From an optimization exercise on the open Yosys and OpenROAD flow, aimed at small area, a short achievable clock period and few clock cycles per item; shortcuts taken in it are not production practice. Where RTL was checked, it was by simulation tests only, not by an equivalence proof against the original. No activity file was given, so power comes from the tool's default toggle rates.

## hashed_core
module hashed_core (
    input  wire        clk,
    input  wire        rst,
    input  wire        cmd_valid,
    output wire        cmd_ready,
    input  wire [7:0]  cmd_op,
    input  wire [31:0] cmd_arg,
    output wire        mem_rd,
    output wire [15:0] mem_addr,
    input  wire [7:0]  mem_rdata,
    output wire [11:0] status,
    output wire [4:0]  digest_count,
    input  wire [4:0]  digest_idx,
    output wire [31:0] digest_data
);
Size: about 4000 cells after synthesis, about 900 flip-flops, roughly 120 I/O pins, ~39000 sq um of cells after synthesis.
clock: 10.0 ns
lec_check: 0
cap_margin: 20
core_margin: 2
core_utilization: 60
cts_buf_list: sky130_fd_sc_hd__clkbuf_4 sky130_fd_sc_hd__clkbuf_8
setup_slack_margin: 4.2
slew_margin: 20
run.sh (not shown) runs the stock make flow with config.mk's settings and CLKGATE_MAP_FILE= SYNTH_SCRIPT=/design/flow/synth_recipe.tcl, a recipe that flattens the netlist after the stock synthesis.
The first run produced a clean layout.
Next try:
--- a/flow/config.mk
+++ b/flow/config.mk
@@ -11 +10,0 @@
-export CTS_BUF_LIST = sky130_fd_sc_hd__clkbuf_4 sky130_fd_sc_hd__clkbuf_8
The changed run finished clean. Worst setup slack improved by 55 ps. Clock skew falls by 11 ps. Die area does not change. Register-to-register slack is better by 30 ps. Sequential share of layout area went down by 0.32 points. First-iteration DRC count shrinks by a few percent. Total power goes up slightly.
No functional check of the RTL was part of any run of this note.

========
run A:
hashed_core, a different RTL version from the one above (not shown whole).
Size in the first run: ~920 flip-flops, roughly 120 I/O pins.
make LEC_CHECK=0 CAP_MARGIN=20 CORE_MARGIN=2 CORE_UTILIZATION=62 CTS_CLUSTER_DIAMETER=80 CTS_CLUSTER_SIZE=26 SETUP_SLACK_MARGIN=4.8 SLEW_MARGIN=20 finish   # period 10.0 ns
Testbench counts of run A, summed over its fixed seeds: cycles 61,940, bytes 55,928.
> inputs changed (run A -> run B)
- CTS_CLUSTER_SIZE removed (was 26)
- SETUP_SLACK_MARGIN changed from 4.8 to 4.5
- CTS_CLUSTER_DIAMETER removed (was 80)
- CORE_UTILIZATION changed from 62 to 60
Notes after the runs:
Between run A and run B, floorplan die width increased. Run B vs run A — die outline height climbed slightly. [run B] switching power of the nets rose about 16% relative to run A.
#### Input delta (run C over run B)
- CTS_CLUSTER_SIZE newly set to 22
- CTS_CLUSTER_DIAMETER newly set to 100
==> comparison <==
- Via count down about 2.2% in run C wrt run B
- The estimated power of run C ends up lower than the estimate for run B.
- As far as initial standard-cell utilization of the core goes, run B and run C are indistinguishable; the numbers are identical.
- Summary of run C over run B: post-CTS setup repair buffer count up about 5.6%; I/O pin count closely matched the old numbers.
- Buffering stage count on the worst path with inverters included (run C over run B): decrease, 1
- Run C: initial antenna violation count is 5 lower than what run B reported.
- Cell count (run C over run B): decrease, 90
- On count of plain and timing-repair buffers in the layout, the lower figure sits with run B, not run C.
- Run B → run C: design area down 0.0019 mm^2, fmax about even.
For run D, these inputs were changed with respect to run C:
- CORE_UTILIZATION now 70, was 60
- SETUP_SLACK_MARGIN now 4.8, was 4.5
- CTS_CLUSTER_DIAMETER no longer set, was 100
- CTS_CLUSTER_SIZE no longer set, was 22
[summary]
- No final results exist for run D, since it was stopped by error GRT-0232 during global routing.
- Compared with run C, run D shows number of placed instances with taps included lower by 2.5%.
- Diff run D..run C | instance area after placement | negligible
- Between run D and run C, it is run D whose pre-CTS setup slack is lower, by 0.20 ns.
- Comparing run D and run C, the lower horizontal die dimension was measured on run D.
- The run showing the greater count of standard-cell rows is run C.
Input-level comparison between run E and run D:
- a change of CORE_UTILIZATION from 70 to 62
- an added CTS_CLUSTER_SIZE of 26
- an added CTS_CLUSTER_DIAMETER of 80
- a change of SETUP_SLACK_MARGIN from 4.8 to 4.6
[summary]
Run E finished every step from synthesis to the final layout, and the layout passed the timing, DRC and antenna checks.
Run E: number of buffers inserted by post-CTS setup repair lower than run D
From run D to run E the numbers moved as follows: share of synthesized registers carrying an async set or reset roughly the same; overall die width higher; post-cts repair resize count dropped 54.
[compare] base=run D new=run E: maximum level of the CTS H-tree dropped 1; cell count after placement climbed 2.3%; weighted congestion at the end of routability-driven global placement dropped 0.061; worst setup slack after placement climbed 0.041 ns.

========
Setup of 08-12:
hashed_core, a different RTL version from the one above (not shown whole).
Size in the first run: roughly 3400 cells after synthesis, roughly 900 flip-flops, about 120 I/O pins, roughly 36000 um2 of cells after synthesis.
Settings: LEC_CHECK=0, CAP_MARGIN=20, CORE_MARGIN=2, CORE_UTILIZATION=60, SETUP_SLACK_MARGIN=4.7, SLEW_MARGIN=20; clock period 10.0 ns.
Having completed the whole flow, 08-12 delivered a layout that passed the timing, DRC and antenna checks.
Testbench counts of 08-12, summed over its fixed seeds: cycles 61,940, bytes 55,928.
Input-level comparison between 03-26 and 08-12:
diff --git a/flow/config.mk b/flow/config.mk
--- a/flow/config.mk
+++ b/flow/config.mk
@@ -9,4 +9,4 @@
 export CORE_MARGIN = 2
 export CORE_UTILIZATION = 60
-export SETUP_SLACK_MARGIN = 4.7
+export SETUP_SLACK_MARGIN = 4.3
 export SLEW_MARGIN = 20
[summary]
The number of nets in the layout in 03-26 sits 20 below the value recorded for 08-12. Met2 routing resource usage after global routing (lower): 03-26. Of 08-12 and 03-26, 03-26 shows the higher total power, with 08-12 below it. Cmp 03-26 vs 08-12: area added between synthesis and finish lower in 03-26.

afterwards: timing with drivers on the ports:
How much do the figures lean on ideal ports? The routed layouts below were timed once more, with nothing changed but the port constraints. Step 1: set_driving_cell puts a clkbuf_16 on clk and a buf_2 on each other input, an assumption about the parent block. Step 2 times the ports against the registers' clock, not the clock port: input delays grow and output delays shrink by t, the midpoint of the rising clock arrivals with the driver on. a / b / c = ideal ports / drivers / drivers and shift; a / b = the first two.
| run | t, ns | setup slack, ns | hold slack, ns | clock arrival spread, ns | worst slew at a driven data input, ns |
|---|---|---|---|---|---|
| the first run of note 1 | 0.860 | 3.514 / 3.467 / 3.482 | 0.331 / 0.331 / 0.331 | 0.056 / 0.056 | 0.04 |
| the second run of note 1 | 0.724 | 3.569 / 3.521 / 3.521 | 0.333 / 0.333 / 0.333 | 0.040 / 0.041 | 0.06 |
| run A | 0.726 | 3.803 / 3.585 / 3.585 | 0.321 / 0.321 / 0.321 | 0.055 / 0.055 | 0.24 |
| run B | 0.724 | 3.767 / 3.582 / 3.582 | 0.336 / 0.336 / 0.336 | 0.053 / 0.053 | 0.19 |
| run C | 0.709 | 3.757 / 3.596 / 3.596 | 0.316 / 0.316 / 0.316 | 0.044 / 0.043 | 0.20 |
| run E | 0.720 | 3.937 / 3.807 / 3.807 | 0.336 / 0.336 / 0.336 | 0.047 / 0.046 | 0.19 |
| 08-12 | 0.728 | 3.758 / 3.620 / 3.620 | 0.320 / 0.320 / 0.320 | 0.051 / 0.050 | 0.20 |
| 03-26 | 0.728 | 3.663 / 3.595 / 3.595 | 0.333 / 0.333 / 0.333 | 0.056 / 0.056 | 0.18 |
After both steps setup and hold are still met in every run listed. For run A, which loses most, drivers alone change the setup slack by -0.218 ns; drivers and shift together by -0.218 ns.
